From an optimization exercise on the open Yosys and OpenROAD flow, aimed at small area, a short achievable clock period and few clock cycles per item; shortcuts taken in it are not production practice.
RTL that was checked went through simulation tests only; none was proved equivalent to the original.
No functional check of the RTL was part of runs 1, 4 and 5.
Power figures rest on the tool's default switching activity, not on a simulated workload.

==> flow/design.v <==
module tpe_fparse (
    input  wire         clk,
    input  wire         rst,
    input  wire         in_valid,
    input  wire [7:0]   in_data,
    input  wire         in_last,
    output reg          in_ready,
    output reg          out_valid,
    input  wire         out_ready,
    output reg          out_end,
    output wire [7:0]   out_kind,
    output reg          out_success,
    output reg  [31:0]  out_word,
    output wire [15:0]  out_period,
    output reg          out_flag,
    output reg  [103:0] out_temps,
    output reg  [15:0]  out_cursor
);
    localparam [7:0]  SYNC0       = 8'hCA;
    localparam [7:0]  SYNC1       = 8'hFE;
    localparam [15:0] CRC_POLY    = 16'h1021;
    localparam [15:0] CRC_INIT    = 16'hFFFF;
    function [15:0] crc_byte;
        input [15:0] c_in;
        input [7:0]  b;
        reg   [15:0] c;
        integer      i;
        begin
            c = c_in ^ {b, 8'h00};
            for (i = 0; i < 8; i = i + 1)
                c = c[15] ? ((c << 1) ^ CRC_POLY) : (c << 1);
            crc_byte = c;
        end
    endfunction
    reg  [8:0]  fidx;
    reg         rs;
    wire [8:0]  fe = rs ? 9'd0 : fidx;
    reg         hz;            
    wire [5:0]  fsel = {!(rs || hz), fe[4:0]};
    reg  [7:0]  rem;           
    reg         at_last;       
    reg         stopped;       
    reg  [15:0] crc_rx;
    reg  [15:0] crc;
    reg  [2:0]  kind;
    reg         chk;           
    reg  [1:0]  crcgood;       
    reg         lastp;         
    reg         fresh;         
    reg         end_pending;
    reg         end_zero;      
    reg         zq;            
    assign out_kind   = {5'd0, kind};
    assign out_period = out_temps[15:0];
    wire out_free = !out_valid || out_ready;
    wire take = in_valid && in_ready;
    wire wr = !out_valid;      
    wire type_ok = (in_data[7:3] == 5'd0) && (in_data[2:0] != 3'd0) && (in_data[2:0] != 3'd7);
    reg  hdr_bad;
    always @(*) begin
        case (fsel)
            6'd0:    hdr_bad = (in_data != SYNC0);
            6'd1:    hdr_bad = (in_data != SYNC1);
            6'd4:    hdr_bad = !type_ok;
            default: hdr_bad = 1'b0;
        endcase
    end
    wire f6 = (fsel == 6'd6);
    wire frame_done = f6 ? (in_data == 8'd0) : at_last;
    wire [15:0] crc_next = crc_byte(crc, in_data);
    reg  rec_len_ok;
    always @(*) begin
        case (kind)
            3'd4:    rec_len_ok = (fidx >= 9'd24);
            3'd3:    rec_len_ok = (fidx >= 9'd13);
            3'd6:    rec_len_ok = (fidx != 9'd7);
            default: rec_len_ok = 1'b1;
        endcase
    end
    wire        crc_ok   = chk && (&crcgood);
    wire        rec_b    = crc_ok && rec_len_ok;
    wire [9:0]  csum_lo  = {1'b0, out_cursor[8:0]} + {1'b0, fidx};
    wire [6:0]  cur_hi1  = out_cursor[15:9] + 7'd1;
    wire [15:0] csum     = {csum_lo[9] ? cur_hi1 : out_cursor[15:9], csum_lo[8:0]};
    integer k;
    always @(posedge clk) begin
        case (fsel)
            6'd2: crc_rx[7:0]  <= in_data;
            6'd3: crc_rx[15:8] <= in_data;
            6'd4: if (wr) kind        <= in_data[2:0];
            6'd5: if (wr) out_success <= (in_data != 8'd0);
            6'd7: if (wr) out_flag    <= (in_data != 8'd0);
            default: ;
        endcase
        for (k = 0; k < 4; k = k + 1)
            if (wr && fsel == 6'd7 + k) out_word[8*k +: 8] <= in_data;
        for (k = 0; k < 13; k = k + 1)
            if (wr && fsel == 6'd11 + k) out_temps[8*k +: 8] <= in_data;
        if (f6)
            rem <= in_data;
        else if (take)
            rem <= rem - 8'd1;
        if (fsel < 6'd4)
            crc <= CRC_INIT;
        else if (take)
            crc <= crc_next;
        for (k = 0; k < 2; k = k + 1)
            crcgood[k] <= (crc_next[8*k +: 8] == crc_rx[8*k +: 8]);
    end
    reg s0v, s0e, s1v, s1z, s2v;
    reg cur_zero;
    reg restart;
    always @(posedge clk) begin
        s0v = out_valid;   s0e = out_end;
        s1v = end_pending; s1z = end_zero;
        s2v = zq;
        cur_zero = 1'b0;
        restart = take && (in_last || frame_done);
        if (rst) begin
            fidx        <= 9'd0;
            hz          <= 1'b1;
            rs          <= 1'b0;
            at_last     <= 1'b0;
            stopped     <= 1'b0;
            chk         <= 1'b0;
            lastp       <= 1'b0;
            fresh       <= 1'b1;
            end_pending <= 1'b0;
            end_zero    <= 1'b0;
            zq          <= 1'b0;
            out_valid   <= 1'b0;
            in_ready    <= 1'b1;
        end else begin
            chk   <= take && frame_done && !stopped;
            lastp <= take && in_last;
            rs   <= restart;
            fidx <= take ? fe + 9'd1 : fe;
            hz   <= (rs || hz) && !(take && fe[4:0] == 5'h1f);
            if (restart)
                at_last <= 1'b0;
            else if (take)
                at_last <= f6 ? (in_data == 8'd1) : (fsel >= 6'd7 && rem == 8'd2);
            if (take && in_last)
                stopped <= 1'b0;
            else if ((take && !stopped && hdr_bad) || (chk && !(&crcgood) && !lastp))
                stopped <= 1'b1;
            if (crc_ok)
                fresh <= 1'b0;
            if (lastp)
                fresh <= 1'b1;
            if (fresh && !out_valid && !lastp)
                cur_zero = 1'b1;
            if (out_free) begin
                s0v = s1v;  s0e = 1'b1;
                if (s1v && s1z)
                    cur_zero = 1'b1;
                s1v = s2v;  s1z = 1'b1;
                s2v = 1'b0;
            end
            if (rec_b) begin
                s0v = 1'b1; s0e = 1'b0;
                if (lastp) begin
                    s1v = 1'b1; s1z = 1'b0;
                end
            end else if (lastp) begin
                if (!s0v) begin
                    s0v = 1'b1; s0e = 1'b1;
                    if (fresh) cur_zero = 1'b1;
                end else if (!s1v) begin
                    s1v = 1'b1; s1z = s0e;
                    if (fresh && !s0e) cur_zero = 1'b1;
                end else
                    s2v = 1'b1;
            end
            if (crc_ok)
                out_cursor <= csum;
            else if (cur_zero)
                out_cursor <= 16'd0;
            out_valid   <= s0v;
            out_end     <= s0e;
            end_pending <= s1v;
            end_zero    <= s1z;
            zq          <= s2v;
            in_ready    <= !(take && in_last) && !s2v &&
                           !(s0v && (take ? (!(in_last || (!f6 && at_last)) && fsel >= 6'd3)
                                          : (fsel >= 6'd4)));
        end
    end
endmodule
==> flow/flow/run.sh <==
#!/bin/bash
# The standard layout, with plain buf_1 cells as the port buffers.
set -euo pipefail
export BUFFER_PORTS_ARGS="-buffer_cell sky130_fd_sc_hd__buf_1"
bash standard.sh > standard_flow.log 2>&1
==> flow/standard.sh <==
#!/bin/bash
# synth_recipe.tcl (not shown) runs the flow's synth.tcl, then flattens the netlist and writes it again
# the make line also repeats each setting of config.mk as NAME=value (left out here)
make -C /OpenROAD-flow-scripts/flow DESIGN_CONFIG=/design/flow/config.mk WORK_HOME=/design/flow/orfs CLKGATE_MAP_FILE= SYNTH_SCRIPT=/design/flow/synth_recipe.tcl "${@:-finish}"
==> flow/config.mk <==
export PLATFORM = sky130hd
export DESIGN_NAME = tpe_fparse
export DESIGN_NICKNAME = tpe_fparse
export VERILOG_FILES = /design/flow/design.v
export SDC_FILE = /design/flow/constraint.sdc
export NUM_CORES = 4
export LEC_CHECK = 0
export ABC_CLOCK_PERIOD_IN_PS = 2000
export CAP_MARGIN = 20
export CORE_MARGIN = 2
export CORE_UTILIZATION = 40
export CTS_CLUSTER_DIAMETER = 100
export CTS_CLUSTER_SIZE = 28
export SETUP_SLACK_MARGIN = 2.4
export SLEW_MARGIN = 20
==> flow/constraint.sdc <==
create_clock -name core_clock -period 4.5 [get_ports {clk}]
set_input_delay 0.9000 -clock core_clock [delete_from_list [all_inputs] [get_ports {clk}]]
set_output_delay 0.9000 -clock core_clock [all_outputs]
set_load 0.01 [all_outputs]
==> summary.md, run 1 <==
| Metric | Value |
|---|---|
| Int Power | roughly 2.8 mW |
| Worst EP arrival | between 2 and 2.5 ns |
| Nets@finish | between 800 and 900 |
| Outcome | finished clean |
| RSZ-0062 raised after global routing | true |
| Die W | 153 um |
| Fmax | just under 0.5 GHz |
| Clock Tree Buf Depth | 3 |
| Most frequent cells in the layout | 183 x buf_1, 182 x edfxtp_1, 57 x nand2_1 |
| Setup crit end kind | register |
| Hold path start | stopped |
| Synth Instances | between 600 and 700 |
| Final HPWL DP | about 14000 um |
| Avg Cell Area, Syn | between 10 and 15 sq um |
| Initial antenna violation count | 0 |
| Hold Path Class | register to register |
| Ratio of cells with drive above 1 in the final layout | 12.7% |
| Routed Antenna Nets | 0 |
| Startpoint types | register |
| First-pass GRT wire length | 30900 um |
| Net switching power | 764 uW |
| H-tree depth | 1 |
| Clock period minus worst slack | between 2 and 2.5 ns |
| Clock edge transition at the registers on the reported setup and hold paths | ~0.11 ns |
| Die area | around 0.023 sq mm |
| CTS tree | built |
| Ys Warns | 1 |
| Least-Margin Pin Slew | about 0.94 ns |
| Placer congestion estimate | around 0.83 |
| CTS buffer count | 11 |
| Cell Rows | 54 |
| Routed WL | between 20000 and 25000 um |
| IO Port Bufs | 188 |
| Mapped cell area | 0.00883 sq mm |
| Top FF cell, synth | edfxtp_1 |
| Hold Path Depth | 1 |
| Total Routing Usage GR | between 15 and 20% |
| Hold Crit Endpoint | chk |
| TNS Setup | 0 ns |
| Number of flops mapped to enable cells by yosys | ~180 |
| DRC viols | 0 |
| Synth Register Bits | ~220 |
| Fill cells | around 1900 |
| Final setup fails | 0 |
| Hold WS | 0.439 ns |
| Drt wl/cell | between 15 and 20 um |
| Commonest non-fill, non-tap cell in the layout | buf_1 |
| WP data required | ~4.7 ns |
| Die extent in y | around 150 um |
| Reg2Reg Depth | 5 |
| Clk latency of the worst-skew pair | approximately 0.47 ns |
| Final Max Tran Viols | 0 |
| Sw Share | ~22% |
| Clk pwr share | roughly 30% |
| Crit Path Category | register to register |
| Via-per-instance ratio | around 5.0 |
| Final Hold Vio Count | 0 |
| Area growth, synth to finish | 19.1% |
| Yosys cell types | 54 |
| Rel. slew slack | roughly 38% |
| CP Max Fanout | 8 |
| Hold_buf cts | 0 |
| Top Ports | between 150 and 200 |
| Diodes inserted | 0 |
| Max cap viols | 0 |
| FFs w/ async S/R, synth | 0% |
| Crit share post-route | between 40% and 50% |
| Pwr dens | approximately 340 mW/mm^2 |
| R2r setup slk | between 2 and 2.5 ns |
| Clock Sinks | approximately 220 |
| Seq/Total Area, Yosys | between 70% and 80% |
| Root Driver | clkbuf_16 |
| Core area | 0.0218 sq mm |
| Reg2Reg Capture Point | out_word[16] |
| Pin count of the biggest net entering global routing | 37 |
| Reg2reg start | hz |
| Routed vias | about 5600 |
| Leakage | between 3 and 4 nW |
| Clock Skew | approximately 0.018 ns |
| Grt ovf | 0 |
| Max rail drop VDD | between 0.15 and 0.2 mV |
| Seq pwr share | between 60 and 70% |
| Initial core utilization | 40.6% |
| DR iter-0 viols | between 400 and 500 |
| DRT Pass-1 Iters | 5 |
| Vias in the first global route | around 5200 |
| Combinational share of power | 6.9% |
how the worst max path moves through the flow:
stage | start | end | slack, ns
final | hz | out_word[16] | 2.46
after detailed placement | in_data[5] | crcgood[1] | 1.39
after CTS | hz | out_word[28] | 2.30
after global routing | rs | at_last | 2.33
after floorplan | in_data[2] | crcgood[0] | 2.36
after global placement | in_data[5] | crcgood[1] | 1.49
cell usage after synthesis, types with 3 or more instances:
cell type	n	area share (%)
dfxtp_1	39	8.8
nor2_1	38	1.6
nand2_1	58	2.5
xnor2_1	33	3.3
a211oi_1	3	0.25
o21ai_0	17	0.96
ha_1	17	2.4
nand3_1	18	1.0
clkbuf_1	15	0.64
and3_1	7	0.50
nor4_1	4	0.28
nor3_1	17	0.96
nor2b_1	12	0.85
or3_1	3	0.21
o211ai_1	13	1.1
xnor2_2	4	0.74
nand4_1	3	0.21
a21oi_1	16	0.91
buf_4	21	1.8
edfxtp_1	182	62
nand2b_1	4	0.28
and2_1	24	1.7
xor2_1	22	2.2
a31oi_1	9	0.64
inv_1	14	0.59
kinds of logic after synthesis:
group	Yosys count	share of synthesized area, %
buffers and inverters	51	3.06
other	1	0.0425
adder cells (fa/ha/maj)	18	2.63
flip-flops	221	70.7
AND/OR/NAND/NOR	201	11.2
XOR/XNOR	61	6.69
multiplexers	1	0.113
AO/OA/AOI/OAI	76	5.54
routing by layer:
layer | part of all wire (%) | track usage [%]
met1 | 47 | 24.0
met2 | 46 | 27.2
met3 | 5.4 | 2.19
met4 | 2.0 | 5.07
met5 | 0 | 0
cell type report:
cell class                      instances  area (sq um)  share of cell area, %
Sequential cell                       221          6260                   59.5
Multi-Input combinational cell        362          2590                   24.6
Timing Repair Buffer                  216           970                   9.22
Tap cell                              280           350                   3.33
Clock buffer                           16           294                   2.79
Inverter                               14          52.6                  0.499
Clock inverter                          1          5.00                 0.0476
worst max-delay path, cell delays in order (launching register included):
cell     delay, ns
dfxtp_1       0.38
nor2b_4       0.28
nor2_1        0.08
or2_2         0.33
nor4b_4       0.34
and2_2        0.33
through the flow:
step           std cells  utilization, %  setup slack (ns)  instance area (sq um)  total power [mW]
3_3_place_gp        1076            45.2              1.49                   9840              2.52
6_report            1110            48.4              2.46                  10500              3.55
5_1_grt             1110            48.4              2.33                  10500              3.67
2_1_floorplan        634               -              2.36                   8930              2.44
4_1_cts             1095            47.2              2.30                  10300              3.56
3_5_place_dp        1076            45.2              1.39                   9840              2.52
state kept, by name, summed over array words and instances, names as in the netlist, 2 cells and up:
signal and cells:
out_word 32, crc_rx 16, kind 3, fidx 9, out_cursor 16, crc 16, out_temps 104, crcgood 2
rem 8
timing repair:
item / in CTS / in global routing
gates cloned: 0 / 1
endpoints found under the setup margin: 193 / 122
gates resized for setup: 46 / 36
pin swaps: 4 / 12
endpoints found under the hold margin: 0 / 0
buffers inserted: 2 / 14
power groups by stage:
stage / sequential, mW / combinational, mW / clock [mW]
finish: 2.26 / 0.244 / 1.05
global route: 2.26 / 0.265 / 1.15
CTS: 2.26 / 0.223 / 1.08
detailed placement: 2.31 / 0.213 / 0
global placement: 2.31 / 0.212 / 0
floorplan: 2.30 / 0.133 / 0
==> inputs of run 2 (changes only) <==
--- a/flow/design.v
+++ b/flow/design.v
@@ -46,3 +46,3 @@
     reg         chk;           
-    reg  [1:0]  crcgood;       
+    reg  [3:0]  crcgood;       
     reg         lastp;         
@@ -106,4 +106,4 @@
             crc <= crc_next;
-        for (k = 0; k < 2; k = k + 1)
-            crcgood[k] <= (crc_next[8*k +: 8] == crc_rx[8*k +: 8]);
+        for (k = 0; k < 4; k = k + 1)
+            crcgood[k] <= (crc_next[4*k +: 4] == crc_rx[4*k +: 4]);
     end
==> flow/flow/run.sh (replaced) <==
#!/bin/bash
# The standard layout, with plain buf_1 cells as the port buffers and a
# clock tree without buffers at its branching points.
set -euo pipefail
export BUFFER_PORTS_ARGS="-buffer_cell sky130_fd_sc_hd__buf_1"
export CTS_ARGS="-sink_clustering_enable -repair_clock_nets -sink_clustering_size 28 -sink_clustering_max_diameter 100 -branching_point_buffers_distance 2000 -distance_between_buffers 2000"
bash standard.sh > standard_flow.log 2>&1
--- a/flow/config.mk
+++ b/flow/config.mk
@@ -13,3 +13,3 @@
 export CTS_CLUSTER_SIZE = 28
-export SETUP_SLACK_MARGIN = 2.4
+export SETUP_SLACK_MARGIN = 2.45
 export SLEW_MARGIN = 20
==> run 2 against run 1 <==
Final cell count down 0.99%. Hold slack better by 0.017 ns. Die area about the same. Critical endpoint is now out_cursor[14]. Largest cell class unchanged. Non-clock buffer count up 1. Still clean. Setup slack better by 0.027 ns. Flip-flop and latch count up 2.
==> summary.md, run 2 <==
| Metric | Value |
|---|---|
| Worst setup margin | about 2.5 ns |
| Multi-input logic area | between 0.002 and 0.003 sq mm |
| Ratio of cells with drive above 1 in the final layout | between 10% and 20% |
| RSZ-0062 raised after global routing | true |
| Final Max Tran Viols | 0 |
| IO Port Bufs | between 150 and 200 |
| Biggest register | out_temps |
| Nets@finish | between 800 and 900 |
| FFs w/ async S/R, synth | 0% |
| Synth Instances | a little over 600 |
| Reg2Reg Depth | 7 |
| Top FF cell, synth | edfxtp_1 |
| Initial antenna violation count | 0 |
| Dominant cell by count in the synthesized netlist | edfxtp_1 |
| CP Max Fanout | 7 |
| Clock Sinks | roughly 220 |
| Fmax | around 0.50 GHz |
| Most instantiated cells after synthesis | 182 x edfxtp_1, 57 x nand2_1, 41 x dfxtp_1, 38 x nor2_1, 33 x xnor2_1 |
| Crit Path Category | register to register |
| R2r setup slk | 2.49 ns |
| Least-Margin Pin Slew | 0.994 ns |
| Synth Register Bits | 223 |
| Final Hold Vio Count | 0 |
| Outcome | finished clean |
| Placer congestion estimate | 0.813 |
| Grt ovf | 0 |
| Most frequent cells in the layout | 182 x edfxtp_1, 182 x buf_1, 55 x nand2_1 |
| DRC viols | 0 |
| Reg2reg start | out_cursor[1] |
| TNS Setup | 0 ns |
| Yosys top cell area share | 61.8% |
| Fill cells | 1934 |
| First-pass GRT wire length | between 30000 and 40000 um |
| Routed vias | 5520 |
| Clock Skew | between 0.02 and 0.025 ns |
| Rel. slew slack | between 30% and 40% |
| Worst EP arrival | roughly 2.2 ns |
| Clock Tree Buf Depth | 3 |
| Largest area contributor in the netlist | edfxtp_1 |
| Pin count of the biggest net entering global routing | 41 |
| Leakage | 3.54 nW |
| Largest register FFs | between 100 and 150 |
| Total Routing Usage GR | between 15 and 20% |
| Final Cell Area | roughly 0.011 sq mm |
| Core area | approximately 0.022 sq mm |
| Seq/Total Area, Yosys | 71.1% |
| DR iter-0 viols | roughly 330 |
| Cell Rows | 54 |
| Setup slack at placement | approximately 1.7 ns |
| Via-per-instance ratio | approximately 5.0 |
| Initial core utilization | 40.6% |
| Top flop regs | out_temps: 104 flops, out_word: 32 flops |
| Startpoint types | register |
| Root Driver | clkbuf_16 |
| Max rail drop VDD | between 0.15 and 0.2 mV |
| Ys Warns | 1 |
| Clock period minus worst slack | around 2 ns |
| Hold Path Depth | 1 |
| Clk latency of the worst-skew pair | roughly 0.46 ns |
| Clock edge transition at the registers on the reported setup and hold paths | 0.11 ns |
| Die W | roughly 150 um |
| Register area | ~0.0063 sq mm |
| Hold path start | stopped |
| Drt wl/cell | 18.4 um |
| Mapped cell area | between 0.008 and 0.009 sq mm |
| Synth top area cells | edfxtp_1 62%, dfxtp_1 9.3%, xnor2_1 3.3% |
| Die area | 0.0233 sq mm |
| Yosys cell types | 48 |
| CTS tree | built |
| Routed Antenna Nets | 0 |
| Diodes inserted | 0 |
| CTS buffer count | 11 |
| Reg2Reg Capture Point | out_cursor[14] |
| Avg Cell Area, Syn | ~14 sq um |
| Post-Place Cell Area | 0.00983 sq mm |
| Final setup fails | 0 |
| Area growth, synth to finish | 19.1% |
| DRT Pass-1 Iters | 4 |
| Crit share post-route | 44.8% |
| H-tree depth | 1 |
| Pwr dens | roughly 340 mW/mm^2 |
| Hold Path Class | register to register |
| WP data required | about 4.7 ns |
| Hold Crit Endpoint | chk |
| Top Ports | about 190 |
| Die extent in y | about 150 um |
| Final HPWL DP | ~14000 um |
| Number of flops mapped to enable cells by yosys | between 150 and 200 |
| Setup crit end kind | register |
| Max cap viols | 0 |
| Vias in the first global route | between 5000 and 6000 |
| Routed WL | 20300 um |
==> run 2: per-layer routing <==
layer  track usage [%]  vias up  share of wire [%]
met2              28.2      223                 48
met3              2.82       19                6.4
met4              3.57        0                1.2
li1                  -     2592                  -
met1              23.9     2686                 45
met5                 0        -                  0
==> run 2: area by class of cell <==
cell class | instances | area share (%)
repair buffers | 217 | 9.08
multi-input cells | 346 | 24.4
well taps | 280 | 3.33
inverters | 16 | 0.570
flip-flops and latches | 223 | 59.8
clock buffers | 17 | 2.83
==> run 2: kinds of logic (layout without fill, tap and decap cells) <==
logic type / after synthesis / count (layout) / synth area share, %
other: 1 / 5 / 0.0424
xor gates and xnor gates: 60 / 60 / 6.88
buffers and inverters: 55 / 250 / 3.27
adders and majority gates: 18 / 18 / 2.63
DFF: 223 / 223 / 71.1
and+or+nand+nor: 188 / 188 / 10.5
AOI/OAI and AO/OA: 75 / 75 / 5.56
==> run 2: power breakdown <==
part / total [mW] / internal, mW / switching, mW
sequential: 2.27 / 2.25 / 0.0213
clock: 1.05 / 0.463 / 0.590
combinational: 0.233 / 0.0883 / 0.145
==> run 2: worst max-delay path by stage <==
stage                  start             end
2_1_floorplan             rs   out_temps[32]
3_3_place_gp      in_data[2]         stopped
3_5_place_dp      in_data[2]         stopped
4_1_cts            out_valid       out_valid
5_1_grt              fidx[3]  out_cursor[12]
6_report       out_cursor[1]  out_cursor[14]
==> run 2: repair_timing <==
item | in CTS | in global routing
hold buffers | 0 | 0
pin swaps | 9 | 9
cloned | 0 | 0
endpoints found under the setup margin | 184 | 110
resized for setup | 47 | 30
setup buffers | 6 | 14
==> run 2: metrics by stage <==
stage / std cells / utilization, % / total power, mW / hold WS, ns
2_1_floorplan: 624 / - / 2.46 / 0.400
3_3_place_gp: 1062 / 45.2 / 2.54 / 0.448
3_5_place_dp: 1062 / 45.2 / 2.54 / 0.419
4_1_cts: 1085 / 47.4 / 3.58 / 0.446
5_1_grt: 1099 / 48.4 / 3.69 / 0.473
6_report: 1099 / 48.4 / 3.56 / 0.456
==> run 2: critical path, cell delays in order (launching register included) <==
cell,delay (ns)
edfxtp_1,0.43
ha_1,0.29
a21o_1,0.14
a211oi_2,0.09
o21ai_1,0.13
o311a_1,0.21
nand3_2,0.11
a21boi_4,0.30
Testbench counts of run 2, summed over its fixed seeds: cycles 60,390, bytes 59,167.
==> inputs of run 3 (changes only) <==
--- a/flow/config.mk
+++ b/flow/config.mk
@@ -13,3 +13,3 @@
 export CTS_CLUSTER_SIZE = 28
-export SETUP_SLACK_MARGIN = 2.45
+export SETUP_SLACK_MARGIN = 2.55
 export SLEW_MARGIN = 20
==> run 3 against run 2 <==
Die area unchanged. Largest power group unchanged. Hold slack worse by 0.0071 ns. Fmax decreased by 2.5%.
==> summary.md, run 3 <==
| Metric | Value |
|---|---|
| Final setup fails | 0 |
| Leakage | between 3 and 4 nW |
| CTS tree | built |
| Core area | 0.0218 sq mm |
| H-tree depth | 1 |
| Top FF cell, synth | edfxtp_1 |
| CTS buffer count | 11 |
| Nets@finish | approximately 860 |
| Drt wl/cell | 19.1 um |
| Top flop regs | out_temps: 104 flops, out_word: 32 flops |
| Clk latency of the worst-skew pair | 0.47 ns |
| Hold Path Class | register to register |
| Grt ovf | 0 |
| Mapped cell area | a little under 0.009 sq mm |
| Fmax | between 0.4 and 0.5 GHz |
| Outcome | finished clean |
| Met2 WL | a little over 10000 um |
| Largest register FFs | approximately 100 |
| Ratio of cells with drive above 1 in the final layout | between 20% and 30% |
| Clock period minus worst slack | 2.07 ns |
| Clock Tree Buf Depth | 3 |
| WP data required | approximately 3.6 ns |
| Die area | roughly 0.023 sq mm |
| Biggest register | out_temps |
| Worst EP arrival | ~1.2 ns |
| Avg Cell Area, Syn | 14.3 sq um |
| Final Hold Vio Count | 0 |
| Seq/Total Area, Yosys | a little under three quarters |
| Synth top area cells | edfxtp_1 62%, dfxtp_1 9.3%, xnor2_1 3.3% |
| Setup crit end kind | output pin |
| First-pass GRT wire length | 32200 um |
| Met3 routed WL | 1320 um |
| Pin count of the biggest net entering global routing | 30 |
| Total Routing Usage GR | ~18% |
| Least-Margin Pin Slew | approximately 0.66 ns |
| Clock Sinks | approximately 220 |
| Crit path cell chain | buf_6 -> buf_6 |
| Yosys top cell area share | 61.8% |
| Placer congestion estimate | 0.788 |
| Clock edge transition at the registers on the reported setup and hold paths | around 0.11 ns |
| DRC viols | 0 |
| Commonest non-fill, non-tap cell in the layout | edfxtp_1 |
| FFs w/ async S/R, synth | 0% |
| Crit Path Category | register to output pin |
| Routed Antenna Nets | 0 |
| Root Driver | clkbuf_16 |
| Synth Instances | just over 600 |
| Non-Filler Instances | approximately 1100 |
| Final HPWL DP | 14400 um |
| Yosys cell types | 48 |
| Largest area contributor in the netlist | edfxtp_1 |
| Synth Register Bits | about 220 |
| IO Port Bufs | roughly 190 |
| Dominant cell by count in the synthesized netlist | edfxtp_1 |
| Number of flops mapped to enable cells by yosys | 182 |
| Slowest-stage cell, CP | edfxtp_1 |
| Most frequent cells in the layout | 182 x edfxtp_1, 147 x buf_1, 54 x nand2_1 |
| Placed cells | ~1100 |
| DR iter-0 viols | ~300 |
| CP peak stage delay | 0.45 ns |
| Pwr dens | between 300 and 400 mW/mm^2 |
| Die extent in y | 153 um |
| Initial core utilization | about two fifths |
| Vias in the first global route | 5362 |
| Startpoint types | register |
| Max rail drop VDD | roughly 0.2 mV |
| Routed WL | between 20000 and 25000 um |
| Most instantiated cells after synthesis | 182 x edfxtp_1, 57 x nand2_1, 41 x dfxtp_1, 38 x nor2_1, 33 x xnor2_1 |
| Rel. slew slack | between 50% and 60% |
| Max cap viols | 0 |
| Die W | 153 um |
| Routed vias | 5606 |
| Initial antenna violation count | 1 |
| Total Power | 3.61 mW |
| Top Ports | between 150 and 200 |
| Clock Skew | ~0.018 ns |
| Met1 wire length | ~9600 um |
| Area growth, synth to finish | 23.6% |
| Top layer used by detailed routing | met5 |
| DRT Pass-1 Iters | 5 |
| CP Max Fanout | 3 |
| Top cell by count, worst path | buf_6 |
| Cell Rows | 54 |
| Final Max Tran Viols | 0 |
| RSZ-0062 raised after global routing | true |
| Diodes inserted | 0 |
| Ys Warns | 1 |
| TNS Setup | 0 ns |
| Crit share post-route | 45.9% |
| Via-per-instance ratio | between 5 and 6 |
run 3: cell counts after synthesis:
No cell type changed its count.
run 3: timing repair:
item / 4_1_cts / 5_1_grt
buffers inserted: 24 / 13
setup endpoints to repair: 237 / 226
gates resized for setup: 68 / 85
pin swaps: 17 / 7
hold buffers: 0 / 0
run 3: routing by layer:
| metal | up-vias | track usage, % |
|---|---|---|
| met3 | 20 | 2.93 |
| li1 | 2633 | - |
| met2 | 232 | 29.2 |
| met4 | 2 | 3.31 |
| met5 | - | 0 |
| met1 | 2719 | 25.1 |
run 3: path summary, 6_finish.rpt:
| check | start | end | slack (ns) | cells past startpoint |
|---|---|---|---|---|
| worst min register to register | stopped | chk | 0.45 | 1 |
| worst min-delay path | stopped | chk | 0.45 | 1 |
| worst max-delay path | out_cursor[1] | out_cursor[1] | 2.43 | 2 |
| worst max register to register | fidx[3] | out_cursor[9] | 2.44 | 6 |
run 3: cells by family after synthesis:
| family | count (synthesis) | synth area share (%) |
|---|---|---|
| AOI/OAI and AO/OA | 75 | 5.56 |
| xor gates and xnor gates | 60 | 6.88 |
| adders and majority gates | 18 | 2.63 |
| buffers and inverters | 55 | 3.27 |
| DFF | 223 | 71.1 |
| other | 1 | 0.0424 |
| and+or+nand+nor | 188 | 10.5 |
run 3: through the flow:
stage	hold slack, ns	setup slack (ns)	utilization (%)	instance area [sq um]
3_3_place_gp	0.426	1.87	45.4	9870
4_1_cts	0.441	2.42	48.6	10600
3_5_place_dp	0.415	1.87	45.4	9870
5_1_grt	0.466	2.35	50.2	10900
6_report	0.449	2.43	50.2	10900
2_1_floorplan	0.400	2.47	-	9000
run 3: final cells by class:
| type | instances | area (sq um) |
|---|---|---|
| flip-flops and latches | 223 | 6300 |
| inverters | 16 | 60.1 |
| clock buffers | 17 | 298 |
| multi-input cells | 346 | 2740 |
| fillers | 1921 | 10800 |
| well taps | 280 | 350 |
| repair buffers | 235 | 1180 |
run 3: power by group:
group | internal [mW] | switching (mW) | leakage (nW)
Clock | 0.464 | 0.604 | 0.143
Sequential | 2.25 | 0.0209 | 2.00
Combinational | 0.107 | 0.159 | 1.65
run 3: critical path: cells and delay by family, from the launching register on:
family,cells,cell delay (ns)
buf+inv,2,0.25
flops,1,0.45
==> inputs of run 4 (changes only) <==
--- a/flow/design.v
+++ b/flow/design.v
@@ -34,8 +34,6 @@
     endfunction
-    reg  [8:0]  fidx;
-    reg         rs;
-    wire [8:0]  fe = rs ? 9'd0 : fidx;
-    reg         hz;            
-    wire [5:0]  fsel = {!(rs || hz), fe[4:0]};
-    reg  [7:0]  rem;           
+    reg  [8:0]  fidx2;
+    reg         zlen;
+    wire [8:0]  fe2 = zlen ? 9'd2 : fidx2;
+    reg  [8:0]  flen;          
     reg         at_last;       
@@ -60,6 +58,6 @@
     always @(*) begin
-        case (fsel)
-            6'd0:    hdr_bad = (in_data != SYNC0);
-            6'd1:    hdr_bad = (in_data != SYNC1);
-            6'd4:    hdr_bad = !type_ok;
+        case (fe2)
+            9'd2:    hdr_bad = (in_data != SYNC0);
+            9'd3:    hdr_bad = (in_data != SYNC1);
+            9'd6:    hdr_bad = !type_ok;
             default: hdr_bad = 1'b0;
@@ -67,3 +65,3 @@
     end
-    wire f6 = (fsel == 6'd6);
+    wire f6 = (fe2 == 9'd8);
     wire frame_done = f6 ? (in_data == 8'd0) : at_last;
@@ -73,5 +71,5 @@
         case (kind)
-            3'd4:    rec_len_ok = (fidx >= 9'd24);
-            3'd3:    rec_len_ok = (fidx >= 9'd13);
-            3'd6:    rec_len_ok = (fidx != 9'd7);
+            3'd4:    rec_len_ok = (flen >= 9'd24);
+            3'd3:    rec_len_ok = (flen >= 9'd13);
+            3'd6:    rec_len_ok = (flen != 9'd7);
             default: rec_len_ok = 1'b1;
@@ -81,3 +79,3 @@
     wire        rec_b    = crc_ok && rec_len_ok;
-    wire [9:0]  csum_lo  = {1'b0, out_cursor[8:0]} + {1'b0, fidx};
+    wire [9:0]  csum_lo  = {1'b0, out_cursor[8:0]} + {1'b0, flen};
     wire [6:0]  cur_hi1  = out_cursor[15:9] + 7'd1;
@@ -86,8 +84,9 @@
     always @(posedge clk) begin
-        case (fsel)
-            6'd2: crc_rx[7:0]  <= in_data;
-            6'd3: crc_rx[15:8] <= in_data;
-            6'd4: if (wr) kind        <= in_data[2:0];
-            6'd5: if (wr) out_success <= (in_data != 8'd0);
-            6'd7: if (wr) out_flag    <= (in_data != 8'd0);
+        case (fe2)
+            9'd4: crc_rx[7:0]  <= in_data;
+            9'd5: crc_rx[15:8] <= in_data;
+            9'd6: if (wr) kind        <= in_data[2:0];
+            9'd7: if (wr) out_success <= (in_data != 8'd0);
+            9'd9: if (wr) out_flag    <= (in_data != 8'd0);
+            9'd8: flen <= {1'b0, in_data} + 9'd7;
             default: ;
@@ -95,10 +94,6 @@
         for (k = 0; k < 4; k = k + 1)
-            if (wr && fsel == 6'd7 + k) out_word[8*k +: 8] <= in_data;
+            if (wr && fe2 == 9'd9 + k) out_word[8*k +: 8] <= in_data;
         for (k = 0; k < 13; k = k + 1)
-            if (wr && fsel == 6'd11 + k) out_temps[8*k +: 8] <= in_data;
-        if (f6)
-            rem <= in_data;
-        else if (take)
-            rem <= rem - 8'd1;
-        if (fsel < 6'd4)
+            if (wr && fe2 == 9'd13 + k) out_temps[8*k +: 8] <= in_data;
+        if (fe2 < 9'd6)
             crc <= CRC_INIT;
@@ -117,7 +112,6 @@
         cur_zero = 1'b0;
-        restart = take && (in_last || frame_done);
+        restart = take && (in_last || (!f6 && at_last));
         if (rst) begin
-            fidx        <= 9'd0;
-            hz          <= 1'b1;
-            rs          <= 1'b0;
+            fidx2       <= 9'd2;
+            zlen        <= 1'b0;
             at_last     <= 1'b0;
@@ -135,9 +129,11 @@
             lastp <= take && in_last;
-            rs   <= restart;
-            fidx <= take ? fe + 9'd1 : fe;
-            hz   <= (rs || hz) && !(take && fe[4:0] == 5'h1f);
-            if (restart)
+            zlen <= take && f6 && (in_data == 8'd0) && !in_last;
+            if (restart) begin
+                fidx2   <= 9'd2;
                 at_last <= 1'b0;
-            else if (take)
-                at_last <= f6 ? (in_data == 8'd1) : (fsel >= 6'd7 && rem == 8'd2);
+            end else if (take) begin
+                fidx2   <= fe2 + 9'd1;
+                at_last <= f6 ? (in_data == 8'd1) : (fe2 == flen);
+            end else
+                fidx2   <= fe2;
             if (take && in_last)
@@ -184,4 +180,3 @@
             in_ready    <= !(take && in_last) && !s2v &&
-                           !(s0v && (take ? (!(in_last || (!f6 && at_last)) && fsel >= 6'd3)
-                                          : (fsel >= 6'd4)));
+                           !(s0v && !restart && (take ? (fe2 >= 9'd5) : (fe2 >= 9'd6)));
         end
==> flow/flow/run.sh (replaced) <==
#!/bin/bash
# The standard layout, with plain buf_1 cells as the port buffers.
set -euo pipefail
export BUFFER_PORTS_ARGS="-buffer_cell sky130_fd_sc_hd__buf_1"
bash standard.sh > standard_flow.log 2>&1
--- a/flow/config.mk
+++ b/flow/config.mk
@@ -13,3 +13,3 @@
 export CTS_CLUSTER_SIZE = 28
-export SETUP_SLACK_MARGIN = 2.55
+export SETUP_SLACK_MARGIN = 2.3
 export SLEW_MARGIN = 20
==> run 4 against run 3 <==
Still clean. Hold slack better by 0.028 ns. Clock power rose by 19%. Fmax decreased by 4.9%. First-iteration DRC count rose by 46%. Combinational power fell by 6%. Final cell count is 0.81% lower. Power grew 5.0%. Critical endpoint is now in_ready.
==> summary.md, run 4 <==
| Metric | Value |
|---|---|
| Slowest-stage cell, CP | or4_4 |
| CP peak stage delay | 0.59 ns |
| Nets@finish | between 800 and 900 |
| Yosys cell types | 66 |
| DR iter-0 viols | roughly 440 |
| Worst EP arrival | roughly 2.6 ns |
| Clock Skew | roughly 0.035 ns |
| Clock period minus worst slack | between 2 and 2.5 ns |
| CP Buf/Inv Count | 0 |
| Setup crit end kind | register |
| Drt wl/cell | around 20 um |
| Max rail drop VDD | approximately 0.25 mV |
| Final Max Tran Viols | 0 |
| Worst path depth | 5 |
| Mapped cell area | 0.00897 sq mm |
| Pin count of the biggest net entering global routing | 41 |
| WP data required | between 4 and 5 ns |
| CP top delay family | simple AND/OR/NAND/NOR gates |
| R2r setup slk | roughly 2.3 ns |
| Top flop regs | out_temps: 104 flops, out_word: 32 flops |
| Avg Cell Area, Syn | 14.3 sq um |
| CTS tree | built |
| Final HPWL DP | 15200 um |
| H-tree depth | 1 |
| Leakage | around 3.6 nW |
| Root Driver | clkbuf_16 |
| Crit path cell chain | or4_4 -> a2111oi_4 -> a211oi_2 -> or4_4 -> a311oi_2 |
| Biggest register | out_temps |
| Top cell by count, worst path | or4_4 |
| Total Routing Usage GR | approximately 18% |
| Number of flops mapped to enable cells by yosys | 183 |
| Reg2Reg Depth | 5 |
| Register area | 0.00631 sq mm |
| Area growth, synth to finish | 19.2% |
| Hold path start | stopped |
| Top FF cell, synth | edfxtp_1 |
| Hold Path Depth | 1 |
| Die area | between 0.02 and 0.025 sq mm |
| Clock Tree Buf Depth | 3 |
| Grt ovf | 0 |
| Most instantiated cells after synthesis | 183 x edfxtp_1, 45 x xnor2_1, 41 x nand2_1, 40 x dfxtp_1, 36 x nor2_1 |
| IO Port Bufs | roughly 190 |
| Dominant cell by count in the synthesized netlist | edfxtp_1 |
| Via-per-instance ratio | ~5.2 |
| Clk latency of the worst-skew pair | ~0.48 ns |
| Pwr dens | roughly 350 mW/mm^2 |
| Ratio of cells with drive above 1 in the final layout | a little over an eighth |
| CTS buffer count | 12 |
| Final Hold Vio Count | 0 |
| Core area | between 0.02 and 0.025 sq mm |
| Die W | ~150 um |
| Hold Path Class | register to register |
| Final setup fails | 0 |
| Commonest non-fill, non-tap cell in the layout | edfxtp_1 |
| Synth Instances | between 600 and 700 |
| Startpoint types | register |
| Die extent in y | roughly 150 um |
| RSZ-0062 raised after global routing | true |
| Routed Antenna Nets | 0 |
| Most frequent cells in the layout | 183 x edfxtp_1, 182 x buf_1, 40 x nand2_1 |
| Ys Warns | 1 |
| Multi-input logic area | 0.00263 sq mm |
| Fmax | approximately 0.46 GHz |
| FFs w/ async S/R, synth | 0% |
| Reg2Reg Capture Point | in_ready |
| Routed WL | around 22000 um |
| Hold Crit Endpoint | chk |
| Clock edge transition at the registers on the reported setup and hold paths | 0.11 ns |
| Cell Rows | 54 |
| Max cap viols | 0 |
| Crit share post-route | roughly half |
| Top Ports | 194 |
| CP Max Fanout | 2 |
| Crit Path Category | register to register |
| Synth Register Bits | between 200 and 250 |
| Fill cells | roughly 1900 |
| Least-Margin Pin Slew | approximately 0.58 ns |
| Yosys top cell area share | about three fifths |
| Initial antenna violation count | 0 |
| Hold WS | roughly 0.48 ns |
| Placer congestion estimate | 0.825 |
| Vias in the first global route | 5446 |
| CP startpoint | flen[6] |
| Seq/Total Area, Yosys | between 70% and 80% |
| Reg2reg start | flen[6] |
| First-pass GRT wire length | approximately 33000 um |
| Rel. slew slack | between 60% and 70% |
| DRT Pass-1 Iters | 5 |
| Outcome | finished clean |
| Clock Sinks | around 220 |
| Largest area contributor in the netlist | edfxtp_1 |
| Synth top area cells | edfxtp_1 61%, dfxtp_1 8.9%, xnor2_1 4.4% |
| Diodes inserted | 0 |
| Largest register FFs | 104 |
| TNS Setup | 0 ns |
| DRC viols | 0 |
| Initial core utilization | between 40% and 50% |
| Routed vias | around 5800 |
run 4: final cells by class:
cell class,instances,share of cell area (%)
Clock inverter,3,0.597
Multi-Input combinational cell,350,24.6
Tap cell,280,3.28
Sequential cell,223,59.0
Timing Repair Buffer,214,8.59
Clock buffer,17,3.18
Inverter,21,0.772
run 4: worst max path at each step:
| stage | slack [ns] | to |
|---|---|---|
| after detailed placement | 1.61 | crcgood[1] |
| after CTS | 2.30 | chk |
| after global routing | 2.23 | crcgood[1] |
| after global placement | 1.72 | crcgood[1] |
| final | 2.33 | in_ready |
| after floorplan | 2.26 | chk |
run 4: cell families (layout without fill, tap and decap cells):
logic type	count (synthesis)	count (layout)	synth area share [%]
xor+xnor	65	65	6.35
compound gates	68	68	5.71
buf+inv	57	255	3.31
simple gates	188	188	11.1
fa+ha+maj	20	20	2.87
flops	223	223	70.2
mux	4	4	0.474
other cells	1	5	0.0418
run 4: timing repair:
item | in CTS | in global routing
pin swaps | 7 | 5
hold buffers | 0 | 0
gates resized for setup | 47 | 22
endpoints found under the setup margin | 190 | 138
buffers inserted | 11 | 7
run 4: routing by layer:
| metal | vias to the layer above | wire length [um] | GRT usage, % |
|---|---|---|---|
| met5 | - | 0 | 0 |
| met4 | 0 | 435 | 4.19 |
| met3 | 29 | 853 | 2.20 |
| met2 | 180 | 11300 | 30.8 |
| met1 | 2898 | 9510 | 24.3 |
| li1 | 2661 | - | - |
run 4: through the flow:
step	util [%]	setup slack, ns	total power [mW]	instance area (sq um)	std cells
floorplan	-	2.26	2.46	9080	630
global placement	45.5	1.72	2.54	9960	1070
detailed placement	45.5	1.61	2.54	9960	1070
CTS	48.3	2.30	3.80	10600	1101
global route	48.9	2.23	3.89	10700	1108
finish	48.9	2.33	3.79	10700	1108
run 4: power by group:
part	leakage (nW)	switching, mW	internal [mW]
clock	0.192	0.666	0.607
combinational	1.38	0.156	0.0943
sequential	1.99	0.0189	2.24
total	3.56	0.841	2.95
==> inputs of run 5 (changes only) <==
--- a/flow/config.mk
+++ b/flow/config.mk
@@ -13,3 +13,3 @@
 export CTS_CLUSTER_SIZE = 28
-export SETUP_SLACK_MARGIN = 2.3
+export SETUP_SLACK_MARGIN = 2.45
 export SLEW_MARGIN = 20
==> run 5 against run 4 <==
Clock power fell by 17%. First-iteration DRC count down 14%. Hold slack better by 0.021 ns. Sequential share of layout area decreased by 1.9 points. Largest power group unchanged. Critical path depth down 1. Power decreased by 4.5%. Synthesized cell count is the same. Sequential power about the same.
==> summary.md, run 5 <==
| Metric | Value |
|---|---|
| DR iter-0 viols | approximately 380 |
| Diodes inserted | 0 |
| Reg2reg start | fidx2[7] |
| Pin count of the biggest net entering global routing | 30 |
| Clock edge transition at the registers on the reported setup and hold paths | around 0.12 ns |
| Clock Tree Buf Depth | 3 |
| FFs w/ async S/R, synth | 0% |
| Leakage | between 3 and 4 nW |
| Largest register FFs | approximately 100 |
| Synth top area cells | edfxtp_1 61%, dfxtp_1 8.9%, xnor2_1 4.4% |
| Setup crit end kind | register |
| Outcome | finished clean |
| Net switching power | just under 800 uW |
| Seq/Total Area, Yosys | a little over two thirds |
| Routed vias | around 6000 |
| DRC viols | 0 |
| Fmax | around 0.46 GHz |
| CP startpoint | fidx2[7] |
| Grt ovf | 0 |
| CTS buffer count | 11 |
| Yosys cell types | 66 |
| Clk pwr share | 29.4% |
| Worst EP arrival | between 2 and 2.5 ns |
| CP Max Fanout | 8 |
| Mapped cell area | around 0.0090 sq mm |
| Root Driver | clkbuf_16 |
| Top flop regs | out_temps: 104 flops, out_word: 32 flops |
| Max cap viols | 0 |
| Routed WL | between 20000 and 25000 um |
| Area growth, synth to finish | 23.4% |
| Largest area contributor in the netlist | edfxtp_1 |
| Biggest register | out_temps |
| Placer congestion estimate | 0.817 |
| Fin util | ~51% |
| TNS Setup | 0 ns |
| DRT Pass-1 Iters | 7 |
| Rel. slew slack | 55.8% |
| IO Port Bufs | between 150 and 200 |
| Commonest non-fill, non-tap cell in the layout | edfxtp_1 |
| Ys Warns | 1 |
| Final HPWL DP | about 15000 um |
| Sw Share | a little over a fifth |
| Ratio of cells with drive above 1 in the final layout | 18.8% |
| Final setup fails | 0 |
| Drt wl/cell | about 20 um |
| Die area | roughly 0.024 sq mm |
| Top Ports | 194 |
| Clk latency of the worst-skew pair | 0.47 ns |
| Crit Path Category | register to register |
| Seq pwr share | a little over three fifths |
| Die W | between 150 and 200 um |
| Total Routing Usage GR | 18.1% |
| Die extent in y | between 150 and 200 um |
| Core area | roughly 0.022 sq mm |
| Avg Cell Area, Syn | ~14 sq um |
| Cell Rows | 54 |
| Synth Instances | 626 |
| Initial core utilization | a little over 40% |
| Least-Margin Pin Slew | approximately 0.66 ns |
| Startpoint types | register |
| RSZ-0062 raised after global routing | true |
| Pwr dens | ~330 mW/mm^2 |
| Most frequent cells in the layout | 183 x edfxtp_1, 180 x buf_1, 47 x buf_4 |
| Crit share post-route | roughly 48% |
| Hold Path Class | register to register |
| First-pass GRT wire length | around 33000 um |
| Clock period minus worst slack | between 2 and 2.5 ns |
| Clock Skew | 0.0255 ns |
| Initial antenna violation count | 0 |
| Hold_buf cts | 0 |
| Via-per-instance ratio | just over 5 |
| Setup slack at placement | about 1.5 ns |
| Number of flops mapped to enable cells by yosys | ~180 |
| Int Power | ~2.8 mW |
| Yosys top cell area share | about three fifths |
| H-tree depth | 1 |
| Vias in the first global route | 5643 |
| Hold path start | fresh |
| Top FF cell, synth | edfxtp_1 |
| Final Hold Vio Count | 0 |
| Final Max Tran Viols | 0 |
| Routed Antenna Nets | 0 |
| WP data required | about 4.7 ns |
| Dominant cell by count in the synthesized netlist | edfxtp_1 |
| Hold WS | roughly 0.5 ns |
| Max rail drop VDD | 0.278 mV |
| Worst setup margin | approximately 2.3 ns |
| Combinational share of power | roughly 8.0% |
| Synth Register Bits | roughly 220 |
| Reg2Reg Depth | 4 |
| CTS tree | built |
| Most instantiated cells after synthesis | 183 x edfxtp_1, 45 x xnor2_1, 41 x nand2_1, 40 x dfxtp_1, 36 x nor2_1 |
| Nets@finish | between 800 and 900 |
| Fill cells | roughly 1900 |
| Clock Sinks | approximately 220 |
| Hold Path Depth | 2 |
run 5: final timing paths:
kind                         to  slack (ns)
hold reg to reg           fresh        0.50
hold / removal            fresh        0.50
setup reg to reg  out_temps[54]        2.33
setup / recovery  out_temps[54]        2.33
run 5: stage by stage:
step / area [sq um] / power [mW] / std cells
3_5_place_dp: 10000 / 2.55 / 1072
3_3_place_gp: 10000 / 2.55 / 1072
4_1_cts: 10600 / 3.59 / 1106
5_1_grt: 11100 / 3.73 / 1131
2_1_floorplan: 9140 / 2.46 / 630
6_report: 11100 / 3.62 / 1131
run 5: routing by layer:
layer	vias to the layer above	routed length [um]	GRT usage [%]
met4	0	437	3.93
met2	196	11200	30.7
met5	-	0	0
met1	2921	9740	24.9
met3	31	1090	2.56
li1	2721	-	-
run 5: layout make-up:
cell class                      instances  area [sq um]  area share [%]
Multi-Input combinational cell        351          2840            25.7
Tap cell                              280           350            3.17
Inverter                               21          82.6           0.746
Clock inverter                          1          3.75          0.0339
Clock buffer                           16           294            2.66
Sequential cell                       223          6310            57.0
Timing Repair Buffer                  239          1180            10.7
run 5: cells by family (layout without fill, tap and decap cells):
family	after synthesis	count (layout)	share of synthesized area (%)
adders and majority gates	20	20	2.87
AOI/OAI and AO/OA	68	68	5.71
xor gates and xnor gates	65	65	6.35
and+or+nand+nor	188	189	11.1
other	1	5	0.0418
DFF	223	223	70.2
muxes	4	4	0.474
buffers and inverters	57	277	3.31
run 5: critical path, stage by stage, from the launching register on:
cell and delay, ns:
dfxtp_4 0.36, or4_4 0.55, or3b_4 0.47, nor2_4 0.22, and2_4 0.25
run 5: power by group through the flow:
stage | logic [mW] | clock network (mW) | registers, mW
5_1_grt | 0.315 | 1.15 | 2.27
6_report | 0.290 | 1.06 | 2.26
3_3_place_gp | 0.235 | 0 | 2.31
2_1_floorplan | 0.154 | 0 | 2.31
3_5_place_dp | 0.237 | 0 | 2.31
4_1_cts | 0.249 | 1.08 | 2.26
run 5: what timing repair did:
action | 4_1_cts | 5_1_grt
buffers inserted | 17 | 22
setup endpoints to repair | 205 | 182
pin swaps | 6 | 17
cloned | 0 | 3
resized for setup | 52 | 59

## afterwards: timing with drivers on the ports
How much do the figures lean on ideal ports? The routed layouts below were timed once more, with nothing changed but the port constraints.
Step 1 (the two cells are an assumption about what drives the block):
set clk [get_ports {clk}]
set_driving_cell -lib_cell sky130_fd_sc_hd__clkbuf_16 $clk
set_driving_cell -lib_cell sky130_fd_sc_hd__buf_2 [delete_from_list [all_inputs] $clk]
Step 2 adds t to the input delays and takes it off the output delays; t is the mean of the earliest and latest rising clock arrival at the registers after step 1. Input paths then give back, and output paths get back, about the clock's delay inside the block.
a / b / c = no drivers / after step 1 / after step 2; a / b = the first two.
run | t (ns) | setup slack, ns | hold slack, ns | worst slew at a driven data input, ns | pins driven straight from the clock port
run 1 | 0.504 | 2.458 / 2.413 / 2.011 | 0.439 / 0.439 / 0.439 | 0.04 | 1
run 2 | 0.496 | 2.485 / 2.448 / 2.109 | 0.456 / 0.456 / 0.456 | 0.07 | 1
run 3 | 0.498 | 2.434 / 2.394 / 1.990 | 0.449 / 0.449 / 0.449 | 0.08 | 1
run 4 | 0.508 | 2.327 / 2.323 / 1.897 | 0.477 / 0.477 / 0.477 | 0.06 | 1
run 5 | 0.500 | 2.333 / 2.333 / 1.992 | 0.498 / 0.498 / 0.498 | 0.06 | 1
After both steps every run listed still meets setup and hold. For run 1, which loses most, drivers alone change the setup slack by -0.045 ns; drivers and shift together by -0.447 ns.
